Background: an optimization exercise with open tools, aiming at small area, a short achievable clock period and few clock cycles. Do not read the settings as production practice. Only simulation tests tie the RTL to the original design; equivalence was not proved. No activity file was given, so power comes from the tool's default toggle rates.

Design gdc_dbuf, start of the top module:
module gdc_dbuf (
    input  wire        clk,
    input  wire        rst,           
    input  wire        ep_valid,
    output wire        ep_ready,
    input  wire [31:0] ep_data,
    input  wire        in_valid,
    output wire        in_ready,
    input  wire [15:0] in_data,
    output reg         resp_valid,
    input  wire        resp_ready,
    output wire [31:0] resp_data,
    output reg         err_valid,
    output reg  [1:0]  err_cause,     
    output reg  [7:0]  err_opc
);
For scale: ~4000 cells after synthesis, roughly 970 flip-flops, about 50000 um^2 of cells after synthesis.
export LEC_CHECK = 0
export CAP_MARGIN = 20
export CORE_MARGIN = 2
export CORE_UTILIZATION = 40
export PLACE_DENSITY = 0.6
export SLEW_MARGIN = 20
create_clock -name core_clock -period 45.0 [get_ports {clk}]
run.sh (not shown) runs the stock make flow with config.mk's settings and CLKGATE_MAP_FILE= SYNTH_SCRIPT=/design/flow/synth_recipe.tcl, a recipe that flattens the netlist after the stock synthesis.
Testbench counts at the start, summed over its fixed seeds: cycles 41,934.
Then changed:
--- a/flow/design.v
+++ b/flow/design.v
@@ -86,18 +86,16 @@
     reg [15:0] wr_left;               
     reg        wr_busy;               
     reg        wr_one;                
     reg        e1_v, e0_v;            
     reg [31:0] e1_w, e0_w;
     reg        ep_rdy;
     reg        in_bv;                 
     reg [15:0] in_w;
-    reg        r_v;                   
-    reg [15:0] r_n;                   
     reg [15:0] r_o;                   
     reg        ph_op;                 
     reg        k_enc, k_dec, k_rd, k_swh, k_dms;    
     reg [15:0] op_imm;                
     reg        resp_sx;               
     reg [15:0] resp_lo;
     assign resp_data = {{16{resp_sx}}, resp_lo};
     wire bps2 = depth[1];             
@@ -148,18 +146,18 @@
             1: l32m3 = 3'b010;
             default: l32m3 = 3'b100;
         endcase
     end
     wire [2:0] k16 = add3(m3, neg3(l16m3));
     wire [2:0] k32 = neg3(add3(m3, neg3(l32m3)));
     wire [6:0] opa_wrapped = bps2 ? {1'b0, k16[2], k16[1], e1_w[3:0]}
                                   : {k32[2], k32[1], e1_w[4:0]};
-    wire writing = wr_busy && r_v;
-    wire wr_last = wr_one && r_v;             
+    wire writing = wr_busy && in_bv;
+    wire wr_last = wr_one && in_bv;            
     wire wr_done = !wr_busy || wr_last;       
     wire [7:0] rd_dist0 = {1'b0, opa_wrapped} - {1'b0, wh};
     wire [6:0] rd_dist  = rd_dist0[7] ? rd_dist0[6:0] + (bps2 ? 7'd48 : 7'd96) : rd_dist0[6:0];
     wire       rd_free  = (wr_left[15:7] == 9'd0) && (rd_dist >= wr_left[6:0]) &&
                           (wr_done || wfade == 5'd0);
     reg        resp_hold;             
     wire op_resp = k_enc || k_dec || k_dms || k_rd;
     wire resp_busy = resp_valid || resp_hold;
@@ -188,22 +186,20 @@
     integer r;
     always @(*) begin
         rd_w = 16'd0;
         for (r = 0; r < 48; r = r + 1)
             rd_w = rd_w | (mem[16*r +: 16] & {16{rd_word == r}});
     end
     wire [15:0] rd_raw = bps2 ? rd_w : {8'h00, rd_slot[0] ? rd_w[15:8] : rd_w[7:0]};
     wire [15:0] rd_sample = decode(rd_raw, depth);
-    wire        r_load = in_bv && (!r_v || writing);
-    wire [15:0] r_n_nx = r_load ? in_w : r_n;
     wire [4:0]  w_o = wfade;
     wire [4:0]  w_n = 5'd24 - wfade;
     wire [20:0] o_x = {{5{r_o[15]}}, r_o};
-    wire [20:0] n_x = {{5{r_n[15]}}, r_n};
+    wire [20:0] n_x = {{5{in_w[15]}}, in_w};
     wire [20:0] p0 = w_o[0] ? o_x      : 21'd0;
     wire [20:0] p1 = w_o[1] ? o_x << 1 : 21'd0;
     wire [20:0] p2 = w_o[2] ? o_x << 2 : 21'd0;
     wire [20:0] p3 = w_o[3] ? o_x << 3 : 21'd0;
     wire [20:0] p4 = w_o[4] ? o_x << 4 : 21'd0;
     wire [20:0] p5 = w_n[0] ? n_x      : 21'd0;
     wire [20:0] p6 = w_n[1] ? n_x << 1 : 21'd0;
     wire [20:0] p7 = w_n[2] ? n_x << 2 : 21'd0;
@@ -282,17 +278,16 @@
             wr_left    <= 16'd0;
             wr_busy    <= 1'b0;
             wr_one     <= 1'b0;
             e1_v       <= 1'b0;
             e0_v       <= 1'b0;
             ep_rdy     <= 1'b0;
             in_bv      <= 1'b0;
             in_rdy     <= 1'b1;
-            r_v        <= 1'b0;
             ph_op      <= 1'b0;
             resp_valid <= 1'b0;
             resp_hold  <= 1'b0;
             err_valid  <= 1'b0;
         end else begin
             if (resp_hold && wr_done) begin
                 resp_hold  <= 1'b0;
                 resp_valid <= 1'b1;
@@ -306,19 +301,17 @@
                 end else begin
                     e1_v <= ep_push;
                 end
             end else if (ep_push) begin
                 e0_v <= 1'b1;
             end
             ep_rdy <= !(e1_free ? (e0_v && ep_push) : (e0_v || ep_push));
             if (in_ready) in_bv <= in_valid;
-            if (r_load) r_v <= 1'b1;
-            else if (writing) r_v <= 1'b0;
-            in_rdy <= !(in_ready ? in_valid : in_bv) || !(r_load || (r_v && !writing)) ||
+            in_rdy <= !(in_ready ? in_valid : in_bv) ||
                       (x_wb && h_imm != 16'd0) || (wr_busy && !(writing && wr_one));
             if (writing) begin
                 if (wfade != 5'd0) wfade <= wfade - 5'd1;
                 wh      <= wh_next;
                 wr_left <= wr_left - 16'd1;
                 wr_one  <= (wr_left == 16'd2);
                 if (wr_one) wr_busy <= 1'b0;
             end
@@ -345,17 +338,16 @@
                 else if (op_resp) resp_valid <= 1'b1;
             end
         end
     end
     always @(posedge clk) begin
         if (e1_free)          e1_w <= e0_v ? e0_w : ep_data;
         if (e1_free || !e0_v) e0_w <= ep_data;
         if (in_ready)         in_w <= in_data;
-        r_n <= r_n_nx;
         r_o <= rd_sample;
         if (take && !ph_op) begin
             err_cause <= h_known ? 2'd2 : 2'd1;
             err_opc   <= h_opc;
             k_enc  <= h_ok && (h_opc == OP_ENCODE);
             k_dec  <= h_ok && (h_opc == OP_DECODE);
             k_rd   <= h_ok && (h_opc == OP_RDSMP);
             k_swh  <= h_ok && (h_opc == OP_SETWH);
Effect: The new run produced a clean layout. Final area came out lower by 0.84%. Power increases by 14%. Synthesized area fell by 0.98%. Final cell count hardly moves. Count of clock-buffer cells in the layout shrinks by 5. Clock skew drops by 4.0 ps. Flip-flop and latch count fell by 17. Worst setup slack loses 250 ps.
Testbench counts after the change, summed over its fixed seeds: cycles 41,934.

==> port drivers added, routing unchanged <==
The flow's constraints put no driver on any port. The routed layouts listed below were extracted and timed again, unchanged, in two steps.
Step 1 assumes that a clkbuf_16 drives the clock port and a buf_2 every other input.
Step 2 times the ports against the registers' clock, not the clock port: input delays grow and output delays shrink by t, the midpoint of the rising clock arrivals with the driver on.
Three values: no drivers, after step 1, after step 2; two values: the first two.
| run | shift t [ns] | slack for setup (ns) | pins driven straight from the clock port |
|---|---|---|---|
| the first run | 0.784 | 33.971 / 33.971 / 33.971 | 1 |
| the second run | 0.770 | 33.718 / 33.644 / 34.196 | 1 |
After both steps every run listed still meets setup and hold.
